What follows belongs to an exercise in optimizing a design on an open flow for small area, a short achievable clock period and few clock cycles per item; a production flow would make more cautious choices.
The RTL was checked by simulation tests, not by an equivalence proof against the original design.

==> job 2313: inputs <==
// aca_alu
module aca_alu (
    input  wire        clk,
    input  wire        rst,         
    input  wire        in_valid,
    output reg         in_ready,
    input  wire [4:0]  in_op,
    input  wire [31:0] in_a,
    input  wire [31:0] in_b,
    input  wire [4:0]  in_tag,
    output reg         out_valid,
    input  wire        out_ready,
    output reg  [31:0] out_value,
    output reg  [1:0]  out_fault,
    output reg  [4:0]  out_tag
);
clock: 190.0 ns
lec_check: 0
cap_margin: 20
core_margin: 2
core_utilization: 50
cts_buf_list: sky130_fd_sc_hd__clkbuf_8
slew_margin: 20
synth_hierarchical: 1
synth_minimum_keep_size: 0
standard.sh (not shown) runs the stock make flow with config.mk's settings and CLKGATE_MAP_FILE= SYNTH_SCRIPT=/design/flow/synth_recipe.tcl, a recipe that flattens the netlist after the stock synthesis.
==> flow/flow/run.sh <==
#!/bin/bash
set -euo pipefail
R="$PWD/orfs/results/sky130hd/aca_alu/base"
bash standard.sh "$R/1_2_yosys.v" > make_synth.log 2>&1
sed -i -E 's/\bsky130_fd_sc_hd__a22oi_(2|4)\b/sky130_fd_sc_hd__a22oi_1/g' "$R/1_2_yosys.v"
grep -c "sky130_fd_sc_hd__a22oi_1" "$R/1_2_yosys.v" > resize.log
bash standard.sh "BUFFER_PORTS_ARGS=-buffer_cell sky130_fd_sc_hd__buf_1" REMOVE_ABC_BUFFERS=1 finish > make_finish.log 2>&1
==> inputs of job 2799, as changes to job 2313 <==
--- a/flow/design.v
+++ b/flow/design.v
@@ -52,15 +52,19 @@
     wire d_start   = fire && e_divop && !e_bzero;
     wire fast_push = fire && !(e_divop && !e_bzero);
     wire emit      = d_done && can_push && !fast_push;
     wire push      = fast_push || emit;
     wire take_en = !e_v || fire;
     wire        e_sub = (e_op == OP_SUB) || (e_op == OP_BEQ);
+    wire        add_d = !fast_push;
+    wire [31:0] add_a = e_a & {32{!add_d}};
+    wire [31:0] add_b = add_d ? d_q : e_b;
+    wire        add_s = add_d ? d_neg : e_sub;
     wire [31:0] sum;
     wire        sum_co;
-    rca #(32) u_add (.a(e_a), .b(e_b ^ {32{e_sub}}), .ci(e_sub), .s(sum), .co(sum_co));
+    rca #(32) u_add (.a(add_a), .b(add_b ^ {32{add_s}}), .ci(add_s), .s(sum), .co(sum_co));
     wire [31:0] prod;
     mul32 u_mul (.a(e_a), .b(e_b), .p(prod));
     reg [31:0] f_value;
     reg [1:0]  f_fault;
     always @(*) begin
         f_value = sum;
@@ -71,15 +75,13 @@
             OP_DIV, OP_IDIV, OP_MOD: f_fault = F_ARITH;    
             OP_BEQ:                  f_value = {31'd0, sum == 32'd0};
             OP_J:                    f_value = 32'd1;
             default:                 f_fault = F_UNSUP;
         endcase
     end
-    wire [31:0] d_value;
-    cneg #(32) u_oneg (.x(d_q), .neg(d_neg), .y(d_value));
-    wire [31:0] n_value = fast_push ? f_value : d_value;
+    wire [31:0] n_value = fast_push ? f_value : sum;    
     wire [1:0]  n_fault = fast_push ? f_fault : F_NONE;
     wire [4:0]  n_tag   = fast_push ? e_tag   : d_tag;
     wire        sa = e_a[31];
     wire        sb = e_b[31];
     wire [31:0] a_mag;
     cneg #(32) u_aneg (.x(e_a), .neg(sa), .y(a_mag));
==> flow/flow/run.sh (replaced) <==
#!/bin/bash
set -euo pipefail
R="$PWD/orfs/results/sky130hd/aca_alu/base"
bash standard.sh "$R/1_2_yosys.v" > make_synth.log 2>&1
sed -i -E 's/\bsky130_fd_sc_hd__a22oi_(2|4)\b/sky130_fd_sc_hd__a22oi_1/g' "$R/1_2_yosys.v"
grep -c "sky130_fd_sc_hd__a22oi_1" "$R/1_2_yosys.v" > resize.log
bash standard.sh "BUFFER_PORTS_ARGS=-buffer_cell sky130_fd_sc_hd__buf_1" finish > make_finish.log 2>&1
- CORE_UTILIZATION: 50 -> 75
- CTS_CLUSTER_DIAMETER: default -> 60
- CTS_CLUSTER_SIZE: default -> 20
==> inputs of job 4891, as changes to job 2313 <==
--- a/flow/design.v
+++ b/flow/design.v
@@ -52,15 +52,19 @@
     wire d_start   = fire && e_divop && !e_bzero;
     wire fast_push = fire && !(e_divop && !e_bzero);
     wire emit      = d_done && can_push && !fast_push;
     wire push      = fast_push || emit;
     wire take_en = !e_v || fire;
     wire        e_sub = (e_op == OP_SUB) || (e_op == OP_BEQ);
+    wire        add_d = !fast_push;
+    wire [31:0] add_a = e_a & {32{!add_d}};
+    wire [31:0] add_b = add_d ? d_q : e_b;
+    wire        add_s = add_d ? d_neg : e_sub;
     wire [31:0] sum;
     wire        sum_co;
-    rca #(32) u_add (.a(e_a), .b(e_b ^ {32{e_sub}}), .ci(e_sub), .s(sum), .co(sum_co));
+    rca #(32) u_add (.a(add_a), .b(add_b ^ {32{add_s}}), .ci(add_s), .s(sum), .co(sum_co));
     wire [31:0] prod;
     mul32 u_mul (.a(e_a), .b(e_b), .p(prod));
     reg [31:0] f_value;
     reg [1:0]  f_fault;
     always @(*) begin
         f_value = sum;
@@ -71,15 +75,13 @@
             OP_DIV, OP_IDIV, OP_MOD: f_fault = F_ARITH;    
             OP_BEQ:                  f_value = {31'd0, sum == 32'd0};
             OP_J:                    f_value = 32'd1;
             default:                 f_fault = F_UNSUP;
         endcase
     end
-    wire [31:0] d_value;
-    cneg #(32) u_oneg (.x(d_q), .neg(d_neg), .y(d_value));
-    wire [31:0] n_value = fast_push ? f_value : d_value;
+    wire [31:0] n_value = fast_push ? f_value : sum;    
     wire [1:0]  n_fault = fast_push ? f_fault : F_NONE;
     wire [4:0]  n_tag   = fast_push ? e_tag   : d_tag;
     wire        sa = e_a[31];
     wire        sb = e_b[31];
     wire [31:0] a_mag;
     cneg #(32) u_aneg (.x(e_a), .neg(sa), .y(a_mag));
==> flow/flow/run.sh (replaced) <==
#!/bin/bash
set -euo pipefail
R="$PWD/orfs/results/sky130hd/aca_alu/base"
bash standard.sh "$R/1_2_yosys.v" > make_synth.log 2>&1
sed -i -E 's/\bsky130_fd_sc_hd__a22oi_(2|4)\b/sky130_fd_sc_hd__a22oi_1/g' "$R/1_2_yosys.v"
grep -c "sky130_fd_sc_hd__a22oi_1" "$R/1_2_yosys.v" > resize.log
bash standard.sh "BUFFER_PORTS_ARGS=-buffer_cell sky130_fd_sc_hd__buf_1" finish > make_finish.log 2>&1
- CTS_BUF_LIST: sky130_fd_sc_hd__clkbuf_8 -> sky130_fd_sc_hd__clkbuf_16
- CTS_CLUSTER_DIAMETER: default -> 80
- CTS_CLUSTER_SIZE: default -> 30
==> comparison table <==
| item | job 4891 | job 2313 | job 2799 |
|---|---|---|---|
| Run status | timing/DRC/antenna clean | timing/DRC/antenna clean | timing/DRC/antenna clean |
| Routed wirelength normalized by instance count | 25.6 um | 22.9 um | 26.6 um |
| Cell chosen for the clock root | clkbuf_16 | clkbuf_8 | clkbuf_8 |
| Highest metal layer with signal wires | met4 | met4 | met5 |
| Overall track demand over capacity in global routing | 29.0% | 27.2% | 41.7% |
| # nets final | 2991 | 3148 | 2990 |
| Global-route met2 utilization | 46.0% | 43.4% | 63.7% |
| Number of tap cells added at floorplan | 704 | 756 | 468 |
| Beginning of the worst hold path | e_tag[3]$_DFFE_PN_ | e_tag[4]$_DFFE_PN_ | e_tag[1]$_DFFE_PN_ |
| Endpoint of the worst-slack reg-to-reg timing path | d_q[13]$_DFFE_PP_ | d_q[0]$_DFFE_PP_ | d_q[15]$_DFFE_PP_ |
| Die area | 0.0572 sq mm | 0.0585 sq mm | 0.0384 sq mm |
| Synthesis-to-layout area growth | 7.07% | 6.86% | 4.67% |
| Length of routed met3 wiring | 6770 um | 5700 um | 9980 um |
| Time the final worst path needs with I/O delays and setup | 39.15 ns | 39.24 ns | 39.25 ns |
| Wire length of the first global-routing pass | 126000 um | 124000 um | 123000 um |
| Starting density of the core | 50.4% | 50.3% | 75.8% |
| Share of cell area taken by flip-flops and latches | 25.1% | 24.6% | 25.7% |
| Number of inserted diodes | 0 | 1 | 0 |
| Number of fillers in the final layout | 4812 | 5059 | 2343 |
| Top achievable clock speed | 25.5 MHz | 25.5 MHz | 25.5 MHz |
| Via count of the first global-routing pass | 20300 | 21300 | 21400 |
| Number of instances in the synthesized netlist | 2445 | 2562 | 2445 |
Testbench counts of job 2313, summed over its fixed seeds: cycles 26,922, items 24,000.
Testbench counts of job 2799, summed over its fixed seeds: cycles 26,922, items 24,000.
Testbench counts of job 4891, summed over its fixed seeds: cycles 26,922, items 24,000.


==> run a: inputs <==
==> flow/design.v <==
module aca_alu (
    input  wire        clk,
    input  wire        rst,         
    input  wire        in_valid,
    output reg         in_ready,
    input  wire [4:0]  in_op,
    input  wire [31:0] in_a,
    input  wire [31:0] in_b,
    input  wire [4:0]  in_tag,
    output reg         out_valid,
    input  wire        out_ready,
    output reg  [31:0] out_value,
    output reg  [1:0]  out_fault,
    output reg  [4:0]  out_tag
);
    localparam [4:0] OP_ADD  = 5'h01;
    localparam [4:0] OP_SUB  = 5'h02;
    localparam [4:0] OP_MUL  = 5'h03;
    localparam [4:0] OP_DIV  = 5'h04;
    localparam [4:0] OP_IDIV = 5'h05;
    localparam [4:0] OP_MOD  = 5'h06;
    localparam [4:0] OP_ADDI = 5'h08;
    localparam [4:0] OP_BEQ  = 5'h18;
    localparam [4:0] OP_J    = 5'h1C;
    localparam [1:0] F_NONE  = 2'd0;
    localparam [1:0] F_ARITH = 2'd1;
    localparam [1:0] F_UNSUP = 2'd2;
    reg        e_v;
    reg [4:0]  e_op;
    reg [31:0] e_a, e_b;
    reg [4:0]  e_tag;
    reg        e_divop;       
    reg        s_v;
    reg [31:0] s_value;
    reg [1:0]  s_fault;
    reg [4:0]  s_tag;
    wire can_push = !s_v;
    wire pop      = out_valid && out_ready;
    reg        d_busy;        
    reg        d_done;        
    reg [4:0]  d_cnt;         
    reg        d_force;       
    reg [31:0] d_r;           
    reg [31:0] d_q;           
    reg [34:0] d_d;           
    reg        d_ci;          
    reg        d_mod;         
    reg        d_neg;         
    reg [4:0]  d_tag;
    wire e_bzero   = (e_b == 32'd0);
    wire fire      = e_v && can_push && !(e_divop && d_busy) && !d_force;
    wire d_start   = fire && e_divop && !e_bzero;
    wire fast_push = fire && !(e_divop && !e_bzero);
    wire emit      = d_done && can_push && !fast_push;
    wire push      = fast_push || emit;
    wire take_en = !e_v || fire;
    wire        e_sub = (e_op == OP_SUB) || (e_op == OP_BEQ);
    wire        add_d = !fast_push;
    wire [31:0] add_a = e_a & {32{!add_d}};
    wire [31:0] add_b = add_d ? d_q : e_b;
    wire        add_s = add_d ? d_neg : e_sub;
    wire [31:0] sum;
    wire        sum_co;
    rca #(32) u_add (.a(add_a), .b(add_b ^ {32{add_s}}), .ci(add_s), .s(sum), .co(sum_co));
    wire [31:0] prod;
    mul32 u_mul (.a(e_a), .b(e_b), .p(prod));
    reg [31:0] f_value;
    reg [1:0]  f_fault;
    always @(*) begin
        f_value = sum;
        f_fault = F_NONE;
        case (e_op)
            OP_ADD, OP_ADDI, OP_SUB: f_value = sum;
            OP_MUL:                  f_value = prod;
            OP_DIV, OP_IDIV, OP_MOD: f_fault = F_ARITH;    
            OP_BEQ:                  f_value = {31'd0, sum == 32'd0};
            OP_J:                    f_value = 32'd1;
            default:                 f_fault = F_UNSUP;
        endcase
    end
    wire [31:0] n_value = fast_push ? f_value : sum;    
    wire [1:0]  n_fault = fast_push ? f_fault : F_NONE;
    wire [4:0]  n_tag   = fast_push ? e_tag   : d_tag;
    wire        sa = e_a[31];
    wire        sb = e_b[31];
    wire [31:0] a_mag;
    cneg #(32) u_aneg (.x(e_a), .neg(sa), .y(a_mag));
    wire [31:0] b_x = e_b ^ {32{sb}};    
    reg [4:0] na, nb;
    integer i;
    always @(*) begin
        na = 5'd0;
        nb = 5'd1;
        for (i = 0; i < 16; i = i + 1) begin
            if (a_mag[2*i +: 2] != 2'b00) na = i + 1;
            if (b_x[2*i +: 2]   != 2'b00) nb = i + 1;
        end
    end
    wire [5:0] m_diff = {1'b0, na} - {1'b0, nb};
    wire       q_zero = m_diff[5];           
    wire [3:0] m      = m_diff[3:0];
    wire [34:0] b_ext  = {{2{e_b[31]}}, e_b, 1'b0};
    wire [34:0] b_sh   = b_ext << {m, 1'b0};
    wire [34:0] d_init = b_sh ^ {35{!sb}};
    wire [31:0] t0, t1;
    wire        c0, c1;
    rca #(32) u_s0 (.a(d_r), .b(d_d[31:0]), .ci(d_ci), .s(t0), .co(c0));
    wire [2:0]  u0  = d_d[34:32] + {2'b00, c0};
    wire        qb0 = !u0[2];
    wire [31:0] r1  = qb0 ? t0 : d_r;
    wire [34:0] d_d1 = {d_d[34], d_d[34:1]};
    rca #(32) u_s1 (.a(r1), .b(d_d1[31:0]), .ci(d_ci), .s(t1), .co(c1));
    wire [2:0]  u1  = d_d1[34:32] + {2'b00, c1};
    wire        qb1 = !u1[2];
    wire [31:0] r2  = qb1 ? t1 : r1;
    wire d_last = d_busy && (d_cnt[3:0] == 4'd0);
    always @(posedge clk) begin
        d_force <= n_d_force;
        if (rst) begin
            d_busy <= 1'b0;
            d_done <= 1'b0;
        end else if (d_start) begin
            d_busy <= !q_zero;
            d_done <= q_zero;
        end else if (d_busy) begin
            if (d_cnt[3:0] == 4'd0) begin
                d_busy <= 1'b0;
                d_done <= 1'b1;
            end
        end else if (emit) begin
            d_done <= 1'b0;
        end
    end
    always @(posedge clk) begin
        d_r <= d_start ? a_mag : r2;
        d_d <= d_start ? d_init : {{2{d_d[34]}}, d_d[34:2]};
    end
    always @(posedge clk) begin
        if (d_start) begin
            d_q   <= q_zero && (e_op == OP_MOD) ? a_mag : 32'd0;
            d_ci  <= !sb;
            d_mod <= (e_op == OP_MOD);
            d_neg <= (e_op == OP_MOD) ? sa : (sa ^ sb);
            d_tag <= e_tag;
            d_cnt <= q_zero ? 5'd0 : {1'b0, m};
        end else if (d_busy) begin
            d_q   <= d_last && d_mod ? r2 : {d_q[29:0], qb0, qb1};
            d_cnt <= (d_cnt[3:0] == 4'd0) ? 5'd0 : d_cnt - 5'd1;
        end else if (d_done && d_cnt != 5'd28) begin
            d_cnt <= d_cnt + 5'd1;
        end
    end
    always @(posedge clk) begin
        if (rst) begin
            e_v <= 1'b0;
        end else if (take_en) begin
            e_v <= in_valid;
        end
    end
    always @(posedge clk) begin
        if (take_en) begin
            e_divop <= (in_op == OP_DIV) || (in_op == OP_IDIV) || (in_op == OP_MOD);
            e_op  <= in_op;
            e_a   <= in_a;
            e_b   <= in_b;
            e_tag <= in_tag;
        end
    end
    wire n_e_v     = !rst && (take_en ? in_valid : e_v);
    wire n_e_divop = take_en ? ((in_op == OP_DIV) || (in_op == OP_IDIV) || (in_op == OP_MOD)) : e_divop;
    wire n_s_v     = !rst && !pop && (s_v || (push && out_valid));
    wire n_d_busy  = !rst && (d_start ? !q_zero : (d_busy && (d_cnt[3:0] != 4'd0)));
    wire n_d_force = !rst && d_done && !emit && (d_cnt == 5'd27 || d_cnt == 5'd28);
    always @(posedge clk) begin
        in_ready <= !n_e_v || (!n_s_v && !(n_e_divop && n_d_busy) && !n_d_force);
    end
    always @(posedge clk) begin
        if (rst) begin
            out_valid <= 1'b0;
            s_v       <= 1'b0;
        end else begin
            if (pop) begin
                if (s_v) begin
                    s_v <= 1'b0;
                end else begin
                    out_valid <= push;
                end
            end else if (push) begin
                if (out_valid) s_v <= 1'b1;
                else out_valid <= 1'b1;
            end
        end
    end
    always @(posedge clk) begin
        if (s_v ? pop : (push && (!out_valid || pop))) begin
            out_value <= s_v ? s_value : n_value;
            out_fault <= s_v ? s_fault : n_fault;
            out_tag   <= s_v ? s_tag   : n_tag;
        end
        if (push) begin
            s_value <= n_value;
            s_fault <= n_fault;
            s_tag   <= n_tag;
        end
    end
endmodule
module rca #(parameter N = 32) (
    input  wire [N-1:0] a,
    input  wire [N-1:0] b,
    input  wire         ci,
    output wire [N-1:0] s,
    output wire         co
);
    wire [N:0] c;
    assign c[0] = ci;
    fa_vec #(N) u (.x(a), .y(b), .z(c[N-1:0]), .s(s), .c(c[N:1]));
    assign co = c[N];
endmodule
module cneg #(parameter N = 32) (
    input  wire [N-1:0] x,
    input  wire         neg,
    output wire [N-1:0] y
);
    wire [N:0] c;
    assign c[0] = neg;
    ha_vec #(N) u (.x(x ^ {N{neg}}), .y(c[N-1:0]), .s(y), .c(c[N:1]));
endmodule
module mul32 (
    input  wire [31:0] a,
    input  wire [31:0] b,
    output wire [31:0] p
);
    wire [32:0] bx = {b, 1'b0};
    wire [31:0] s [0:15];
    wire [31:0] c [0:15];
    genvar i;
    generate
        for (i = 0; i < 16; i = i + 1) begin : row
            localparam integer W = 32 - 2 * i;
            wire one = bx[2*i+1] ^ bx[2*i];
            wire two = (bx[2*i+2] & ~bx[2*i+1] & ~bx[2*i]) | (~bx[2*i+2] & bx[2*i+1] & bx[2*i]);
            wire neg = bx[2*i+2];
            wire [W-1:0] pp;
            booth_row #(W) u_pp (.one(one), .two(two), .neg(neg), .a(a[W-1:0]), .p(pp));
            if (i == 0) begin : first
                assign s[0] = pp;
                assign c[0] = {31'd0, neg};
            end else if (i == 1) begin : second
                wire [W-1:0] fs, fc;
                ha_vec #(W) u_ha (.x(s[0][31:2]), .y(pp), .s(fs), .c(fc));
                assign s[1] = {fs, s[0][1:0]};
                assign c[1] = {fc[W-2:0], neg, c[0][1:0]};
            end else begin : next
                wire [W-1:0] fs, fc;
                fa_vec #(W) u_fa (.x(s[i-1][31:2*i]), .y(c[i-1][31:2*i]), .z(pp), .s(fs), .c(fc));
                assign s[i] = {fs, s[i-1][2*i-1:0]};
                assign c[i] = {fc[W-2:0], neg, c[i-1][2*i-1:0]};
            end
        end
    endgenerate
    wire co;
    rca #(32) u_cpa (.a(s[15]), .b(c[15]), .ci(1'b0), .s(p), .co(co));
endmodule
module booth_row #(parameter W = 32) (
    input  wire         one,
    input  wire         two,
    input  wire         neg,
    input  wire [W-1:0] a,
    output wire [W-1:0] p
);
    wire [W-1:0] a2 = {a[W-2:0], 1'b0};
    assign p = ((a & {W{one}}) | (a2 & {W{two}})) ^ {W{neg}};
endmodule
module fa_vec #(parameter W = 32) (
    input  wire [W-1:0] x,
    input  wire [W-1:0] y,
    input  wire [W-1:0] z,
    output wire [W-1:0] s,
    output wire [W-1:0] c
);
    assign s = x ^ y ^ z;
    assign c = (x & y) | (x & z) | (y & z);
endmodule
module ha_vec #(parameter W = 32) (
    input  wire [W-1:0] x,
    input  wire [W-1:0] y,
    output wire [W-1:0] s,
    output wire [W-1:0] c
);
    assign s = x ^ y;
    assign c = x & y;
endmodule
==> flow/flow/run.sh <==
#!/bin/bash
set -euo pipefail
R="$PWD/orfs/results/sky130hd/aca_alu/base"
bash standard.sh "$R/1_2_yosys.v" > make_synth.log 2>&1
sed -i -E 's/\bsky130_fd_sc_hd__a22oi_(2|4)\b/sky130_fd_sc_hd__a22oi_1/g' "$R/1_2_yosys.v"
grep -c "sky130_fd_sc_hd__a22oi_1" "$R/1_2_yosys.v" > resize.log
bash standard.sh "BUFFER_PORTS_ARGS=-buffer_cell sky130_fd_sc_hd__buf_1" finish > make_finish.log 2>&1
==> flow/standard.sh <==
#!/bin/bash
# synth_recipe.tcl (not shown) runs the flow's synth.tcl, then flattens the netlist and writes it again
# the make line also repeats each setting of config.mk as NAME=value (left out here)
make -C /OpenROAD-flow-scripts/flow DESIGN_CONFIG=/design/flow/config.mk WORK_HOME=/design/flow/orfs CLKGATE_MAP_FILE= SYNTH_SCRIPT=/design/flow/synth_recipe.tcl "${@:-finish}"
==> flow/config.mk <==
export PLATFORM = sky130hd
export DESIGN_NAME = aca_alu
export DESIGN_NICKNAME = aca_alu
export VERILOG_FILES = /design/flow/design.v
export SDC_FILE = /design/flow/constraint.sdc
export NUM_CORES = 4
export LEC_CHECK = 0
export CAP_MARGIN = 20
export CORE_MARGIN = 2
export CORE_UTILIZATION = 65
export CTS_BUF_LIST = sky130_fd_sc_hd__clkbuf_4
export CTS_CLUSTER_DIAMETER = 40
export CTS_CLUSTER_SIZE = 10
export SLEW_MARGIN = 20
export SYNTH_HIERARCHICAL = 1
export SYNTH_MINIMUM_KEEP_SIZE = 0
==> flow/constraint.sdc <==
create_clock -name core_clock -period 190.0 [get_ports {clk}]
set_input_delay 38.0000 -clock core_clock [delete_from_list [all_inputs] [get_ports {clk}]]
set_output_delay 38.0000 -clock core_clock [all_outputs]
set_load 0.01 [all_outputs]
==> inputs of run b, as changes to run a <==
- CORE_UTILIZATION: 65 -> 50
- CTS_BUF_LIST: sky130_fd_sc_hd__clkbuf_4 -> sky130_fd_sc_hd__clkbuf_8
- CTS_CLUSTER_DIAMETER: 40 -> 60
- CTS_CLUSTER_SIZE: 10 -> 20
==> inputs of run c, as changes to run a <==
--- a/flow/design.v
+++ b/flow/design.v
@@ -56,11 +56,7 @@
     wire take_en = !e_v || fire;
     wire        e_sub = (e_op == OP_SUB) || (e_op == OP_BEQ);
-    wire        add_d = !fast_push;
-    wire [31:0] add_a = e_a & {32{!add_d}};
-    wire [31:0] add_b = add_d ? d_q : e_b;
-    wire        add_s = add_d ? d_neg : e_sub;
     wire [31:0] sum;
     wire        sum_co;
-    rca #(32) u_add (.a(add_a), .b(add_b ^ {32{add_s}}), .ci(add_s), .s(sum), .co(sum_co));
+    rca #(32) u_add (.a(e_a), .b(e_b ^ {32{e_sub}}), .ci(e_sub), .s(sum), .co(sum_co));
     wire [31:0] prod;
     mul32 u_mul (.a(e_a), .b(e_b), .p(prod));
@@ -79,5 +75,7 @@
         endcase
     end
-    wire [31:0] n_value = fast_push ? f_value : sum;    
+    wire [31:0] d_value;
+    cneg #(32) u_oneg (.x(d_q), .neg(d_neg), .y(d_value));
+    wire [31:0] n_value = fast_push ? f_value : d_value;
     wire [1:0]  n_fault = fast_push ? f_fault : F_NONE;
     wire [4:0]  n_tag   = fast_push ? e_tag   : d_tag;
==> flow/flow/run.sh (replaced) <==
#!/bin/bash
# The standard layout, with the ports buffered by the smallest buffer
# (sky130_fd_sc_hd__buf_1) instead of the default choice.
set -euo pipefail
bash standard.sh "BUFFER_PORTS_ARGS=-buffer_cell sky130_fd_sc_hd__buf_1" finish > make_finish.log 2>&1
- CORE_UTILIZATION: 65 -> 50
- CTS_BUF_LIST: sky130_fd_sc_hd__clkbuf_4 -> sky130_fd_sc_hd__clkbuf_8
- CTS_CLUSTER_DIAMETER: 40 -> default
- CTS_CLUSTER_SIZE: 10 -> default
==> inputs of run d, as changes to run a <==
==> flow/design.v, changed modules only <==
module aca_alu (
    input  wire        clk,
    input  wire        rst,         
    input  wire        in_valid,
    output wire        in_ready,
    input  wire [4:0]  in_op,
    input  wire [31:0] in_a,
    input  wire [31:0] in_b,
    input  wire [4:0]  in_tag,
    output reg         out_valid,
    input  wire        out_ready,
    output reg  [31:0] out_value,
    output reg  [1:0]  out_fault,
    output reg  [4:0]  out_tag
);
    localparam [4:0] OP_ADD  = 5'h01;
    localparam [4:0] OP_SUB  = 5'h02;
    localparam [4:0] OP_MUL  = 5'h03;
    localparam [4:0] OP_DIV  = 5'h04;
    localparam [4:0] OP_IDIV = 5'h05;
    localparam [4:0] OP_MOD  = 5'h06;
    localparam [4:0] OP_ADDI = 5'h08;
    localparam [4:0] OP_BEQ  = 5'h18;
    localparam [4:0] OP_J    = 5'h1C;
    localparam [1:0] F_NONE  = 2'd0;
    localparam [1:0] F_ARITH = 2'd1;
    localparam [1:0] F_UNSUP = 2'd2;
    reg        e_v;
    reg [4:0]  e_op;
    reg [31:0] e_a, e_b;
    reg [4:0]  e_tag;
    reg        s_v;
    reg [31:0] s_value;
    reg [1:0]  s_fault;
    reg [4:0]  s_tag;
    wire can_push = !s_v;
    wire pop      = out_valid && out_ready;
    reg        d_busy;        
    reg        d_done;        
    reg [4:0]  d_cnt;         
    reg [31:0] d_r;           
    reg [31:0] d_q;           
    reg [34:0] d_d;           
    reg        d_ci;          
    reg        d_mod;         
    reg        d_neg;         
    reg [4:0]  d_tag;
    wire e_divop   = (e_op == OP_DIV) || (e_op == OP_IDIV) || (e_op == OP_MOD);
    wire e_bzero   = (e_b == 32'd0);
    wire force_d   = d_done && (d_cnt == 5'd28);
    wire fire      = e_v && can_push && !(e_divop && d_busy) && !force_d;
    wire d_start   = fire && e_divop && !e_bzero;
    wire fast_push = fire && !(e_divop && !e_bzero);
    wire emit      = d_done && can_push && !fast_push;
    wire push      = fast_push || emit;
    assign in_ready = !e_v || fire;
    wire        e_sub = (e_op == OP_SUB) || (e_op == OP_BEQ);
    wire [31:0] sum;
    wire        sum_co;
    rca #(32) u_add (.a(e_a), .b(e_b ^ {32{e_sub}}), .ci(e_sub), .s(sum), .co(sum_co));
    wire [31:0] prod;
    mul32 u_mul (.a(e_a), .b(e_b), .p(prod));
    reg [31:0] f_value;
    reg [1:0]  f_fault;
    always @(*) begin
        f_value = sum;
        f_fault = F_NONE;
        case (e_op)
            OP_ADD, OP_ADDI, OP_SUB: f_value = sum;
            OP_MUL:                  f_value = prod;
            OP_DIV, OP_IDIV, OP_MOD: f_fault = F_ARITH;    
            OP_BEQ:                  f_value = {31'd0, sum == 32'd0};
            OP_J:                    f_value = 32'd1;
            default:                 f_fault = F_UNSUP;
        endcase
    end
    wire [31:0] d_res = d_mod ? d_r : d_q;
    wire [31:0] d_value;
    cneg #(32) u_oneg (.x(d_res), .neg(d_neg), .y(d_value));
    wire [31:0] n_value = fast_push ? f_value : d_value;
    wire [1:0]  n_fault = fast_push ? f_fault : F_NONE;
    wire [4:0]  n_tag   = fast_push ? e_tag   : d_tag;
    wire        sa = e_a[31];
    wire        sb = e_b[31];
    wire [31:0] a_mag;
    cneg #(32) u_aneg (.x(e_a), .neg(sa), .y(a_mag));
    wire [31:0] b_x = e_b ^ {32{sb}};    
    reg [4:0] na, nb;
    integer i;
    always @(*) begin
        na = 5'd0;
        nb = 5'd1;
        for (i = 0; i < 16; i = i + 1) begin
            if (a_mag[2*i +: 2] != 2'b00) na = i + 1;
            if (b_x[2*i +: 2]   != 2'b00) nb = i + 1;
        end
    end
    wire [5:0] m_diff = {1'b0, na} - {1'b0, nb};
    wire       q_zero = m_diff[5];           
    wire [3:0] m      = m_diff[3:0];
    wire [34:0] b_ext  = {{2{e_b[31]}}, e_b, 1'b0};
    wire [34:0] b_sh   = b_ext << {m, 1'b0};
    wire [34:0] d_init = b_sh ^ {35{!sb}};
    wire [31:0] t0, t1;
    wire        c0, c1;
    rca #(32) u_s0 (.a(d_r), .b(d_d[31:0]), .ci(d_ci), .s(t0), .co(c0));
    wire [2:0]  u0  = d_d[34:32] + {2'b00, c0};
    wire        qb0 = !u0[2];
    wire [31:0] r1  = qb0 ? t0 : d_r;
    wire [34:0] d_d1 = {d_d[34], d_d[34:1]};
    rca #(32) u_s1 (.a(r1), .b(d_d1[31:0]), .ci(d_ci), .s(t1), .co(c1));
    wire [2:0]  u1  = d_d1[34:32] + {2'b00, c1};
    wire        qb1 = !u1[2];
    wire [31:0] r2  = qb1 ? t1 : r1;
    always @(posedge clk) begin
        if (rst) begin
            d_busy <= 1'b0;
            d_done <= 1'b0;
        end else if (d_start) begin
            d_busy <= !q_zero;
            d_done <= q_zero;
        end else if (d_busy) begin
            if (d_cnt[3:0] == 4'd0) begin
                d_busy <= 1'b0;
                d_done <= 1'b1;
            end
        end else if (emit) begin
            d_done <= 1'b0;
        end
    end
    always @(posedge clk) begin
        if (d_start) begin
            d_r   <= a_mag;
            d_q   <= 32'd0;
            d_d   <= d_init;
            d_ci  <= !sb;
            d_mod <= (e_op == OP_MOD);
            d_neg <= (e_op == OP_MOD) ? sa : (sa ^ sb);
            d_tag <= e_tag;
            d_cnt <= q_zero ? 5'd0 : {1'b0, m};
        end else if (d_busy) begin
            d_r   <= r2;
            d_q   <= {d_q[29:0], qb0, qb1};
            d_d   <= {{2{d_d[34]}}, d_d[34:2]};
            d_cnt <= (d_cnt[3:0] == 4'd0) ? 5'd0 : d_cnt - 5'd1;
        end else if (d_done && d_cnt != 5'd28) begin
            d_cnt <= d_cnt + 5'd1;
        end
    end
    always @(posedge clk) begin
        if (rst) begin
            e_v <= 1'b0;
        end else if (in_ready) begin
            e_v <= in_valid;
        end
    end
    always @(posedge clk) begin
        if (in_ready) begin
            e_op  <= in_op;
            e_a   <= in_a;
            e_b   <= in_b;
            e_tag <= in_tag;
        end
    end
    always @(posedge clk) begin
        if (rst) begin
            out_valid <= 1'b0;
            s_v       <= 1'b0;
        end else begin
            if (pop) begin
                if (s_v) begin
                    s_v <= 1'b0;
                end else begin
                    out_valid <= push;
                end
            end else if (push) begin
                if (out_valid) s_v <= 1'b1;
                else out_valid <= 1'b1;
            end
        end
    end
    always @(posedge clk) begin
        if (s_v ? pop : (push && (!out_valid || pop))) begin
            out_value <= s_v ? s_value : n_value;
            out_fault <= s_v ? s_fault : n_fault;
            out_tag   <= s_v ? s_tag   : n_tag;
        end
        if (push) begin
            s_value <= n_value;
            s_fault <= n_fault;
            s_tag   <= n_tag;
        end
    end
endmodule
module cneg #(parameter N = 32) (
    input  wire [N-1:0] x,
    input  wire         neg,
    output wire [N-1:0] y
);
    wire co;
    rca #(N) u (.a(x ^ {N{neg}}), .b({N{1'b0}}), .ci(neg), .s(y), .co(co));
endmodule
module mul32 (
    input  wire [31:0] a,
    input  wire [31:0] b,
    output wire [31:0] p
);
    wire [32:0] bx = {b, 1'b0};
    wire [31:0] s [0:15];
    wire [31:0] c [0:15];
    genvar i;
    generate
        for (i = 0; i < 16; i = i + 1) begin : row
            localparam integer W = 32 - 2 * i;
            wire one = bx[2*i+1] ^ bx[2*i];
            wire two = (bx[2*i+2] & ~bx[2*i+1] & ~bx[2*i]) | (~bx[2*i+2] & bx[2*i+1] & bx[2*i]);
            wire neg = bx[2*i+2];
            wire [W-1:0] pp;
            booth_row #(W) u_pp (.one(one), .two(two), .neg(neg), .a(a[W-1:0]), .p(pp));
            if (i == 0) begin : first
                assign s[0] = pp;
                assign c[0] = {31'd0, neg};
            end else begin : next
                wire [W-1:0] fs, fc;
                fa_vec #(W) u_fa (.x(s[i-1][31:2*i]), .y(c[i-1][31:2*i]), .z(pp), .s(fs), .c(fc));
                assign s[i] = {fs, s[i-1][2*i-1:0]};
                assign c[i] = {fc[W-2:0], neg, c[i-1][2*i-1:0]};
            end
        end
    endgenerate
    wire co;
    rca #(32) u_cpa (.a(s[15]), .b(c[15]), .ci(1'b0), .s(p), .co(co));
endmodule
// module ha_vec removed
==> flow/run.sh (new file) <==
#!/bin/bash
# synth_recipe.tcl (not shown) runs the flow's synth.tcl, then flattens the netlist and writes it again
# the make line also repeats each setting of config.mk as NAME=value (left out here)
make -C /OpenROAD-flow-scripts/flow DESIGN_CONFIG=/design/flow/config.mk WORK_HOME=/design/flow/orfs CLKGATE_MAP_FILE= SYNTH_SCRIPT=/design/flow/synth_recipe.tcl finish
- CORE_UTILIZATION: 65 -> 40
- CTS_BUF_LIST: sky130_fd_sc_hd__clkbuf_4 -> default
- CTS_CLUSTER_DIAMETER: 40 -> default
- CTS_CLUSTER_SIZE: 10 -> default
removed: flow/flow/run.sh
removed: flow/standard.sh
==> summary.txt <==
metric	run c	run a	run d	run b
Taps Inserted	765	539	969	704
Status	timing/DRC/antenna clean	timing/DRC/antenna clean	timing/DRC/antenna clean	timing/DRC/antenna clean
Global-route wire length before repair	130 mm	124 mm	138 mm	126 mm
Initial antenna violation count	0	2	3	0
Router iterations before antenna repair	5	6	5	9
Multiplexer area fraction after synthesis	0.0524	-	0.0779	-
Highest attainable clock frequency	0.0255 GHz	0.0254 GHz	0.0241 GHz	0.0255 GHz
Number of flip-flops and latches	272	272	269	272
Floorplan Core Area	57,500 µm²	41,900 µm²	74,400 µm²	54,900 µm²
Fin area	30,800 µm²	29,100 µm²	33,400 µm²	29,400 µm²
Post-route non-filler standard cell count	3,432	3,101	3,655	3,240
Crit-path max FO	6	6	39	6
Vert. Die Dim	245 µm	210 µm	278 µm	239 µm
Die Area	59,800 µm²	44,200 µm²	77,400 µm²	57,200 µm²
Area Growth Syn to Fin	6.46%	5.35%	11.0%	6.32%
Worst-case hold slack	0.468 ns	0.470 ns	0.473 ns	0.502 ns
Worst-path cell with the longest stage delay	sky130_fd_sc_hd__dfxtp_1	sky130_fd_sc_hd__dfxtp_1	sky130_fd_sc_hd__clkdlybuf4s50_1	sky130_fd_sc_hd__dfxtp_1
Testbench counts of run a, summed over its fixed seeds: cycles 26,922, items 24,000.
Testbench counts of run b, summed over its fixed seeds: cycles 26,922, items 24,000.
Testbench counts of run c, summed over its fixed seeds: cycles 26,922, items 24,000.
Testbench counts of run d, summed over its fixed seeds: cycles 26,922, items 24,000.

-- re-timing with driven ports --
In the flow no input, the clock included, has a driving cell. The finished layouts below were timed again as built, in two steps.
Step 1: set_driving_cell puts a clkbuf_16 on clk and a buf_2 on each other input, an assumption about the parent block.
Step 2 moves the port delays by t, midway between the first and last clock arrival at a register: inputs arrive t later, outputs are due t later. That takes back most of the time a late clock gives input paths.
Slacks: ideal ports / drivers / drivers and shift; pairs: ideal ports / drivers.
run | t (ns) | setup WS [ns] | worst hold slack (ns) | worst setup path after step 2 | slew at the worst register clock pin (ns)
job 2313 | 0.707 | 150.762 / 150.699 / 150.715 | 0.483 / 0.483 / 0.483 | input to register | 0.07 / 0.07
job 2799 | 0.721 | 150.750 / 150.697 / 150.580 | 0.499 / 0.499 / 0.499 | input to register | 0.12 / 0.12
job 4891 | 0.627 | 150.846 / 150.788 / 150.491 | 0.510 / 0.510 / 0.510 | input to register | 0.11 / 0.11
run a | 0.841 | 150.620 / 150.563 / 150.535 | 0.470 / 0.470 / 0.470 | input to register | 0.12 / 0.12
run b | 0.700 | 150.744 / 150.691 / 150.486 | 0.502 / 0.502 / 0.502 | input to register | 0.12 / 0.12
run c | 0.740 | 150.752 / 150.694 / 150.539 | 0.468 / 0.468 / 0.468 | input to register | 0.07 / 0.07
run d | 0.643 | 148.562 / 148.503 / 149.147 | 0.473 / 0.473 / 0.473 | register to output | 0.07 / 0.07
After both steps setup and hold are still met in every run listed. For job 4891, which loses most, drivers alone change the setup slack by -0.058 ns; drivers and shift together by -0.355 ns.
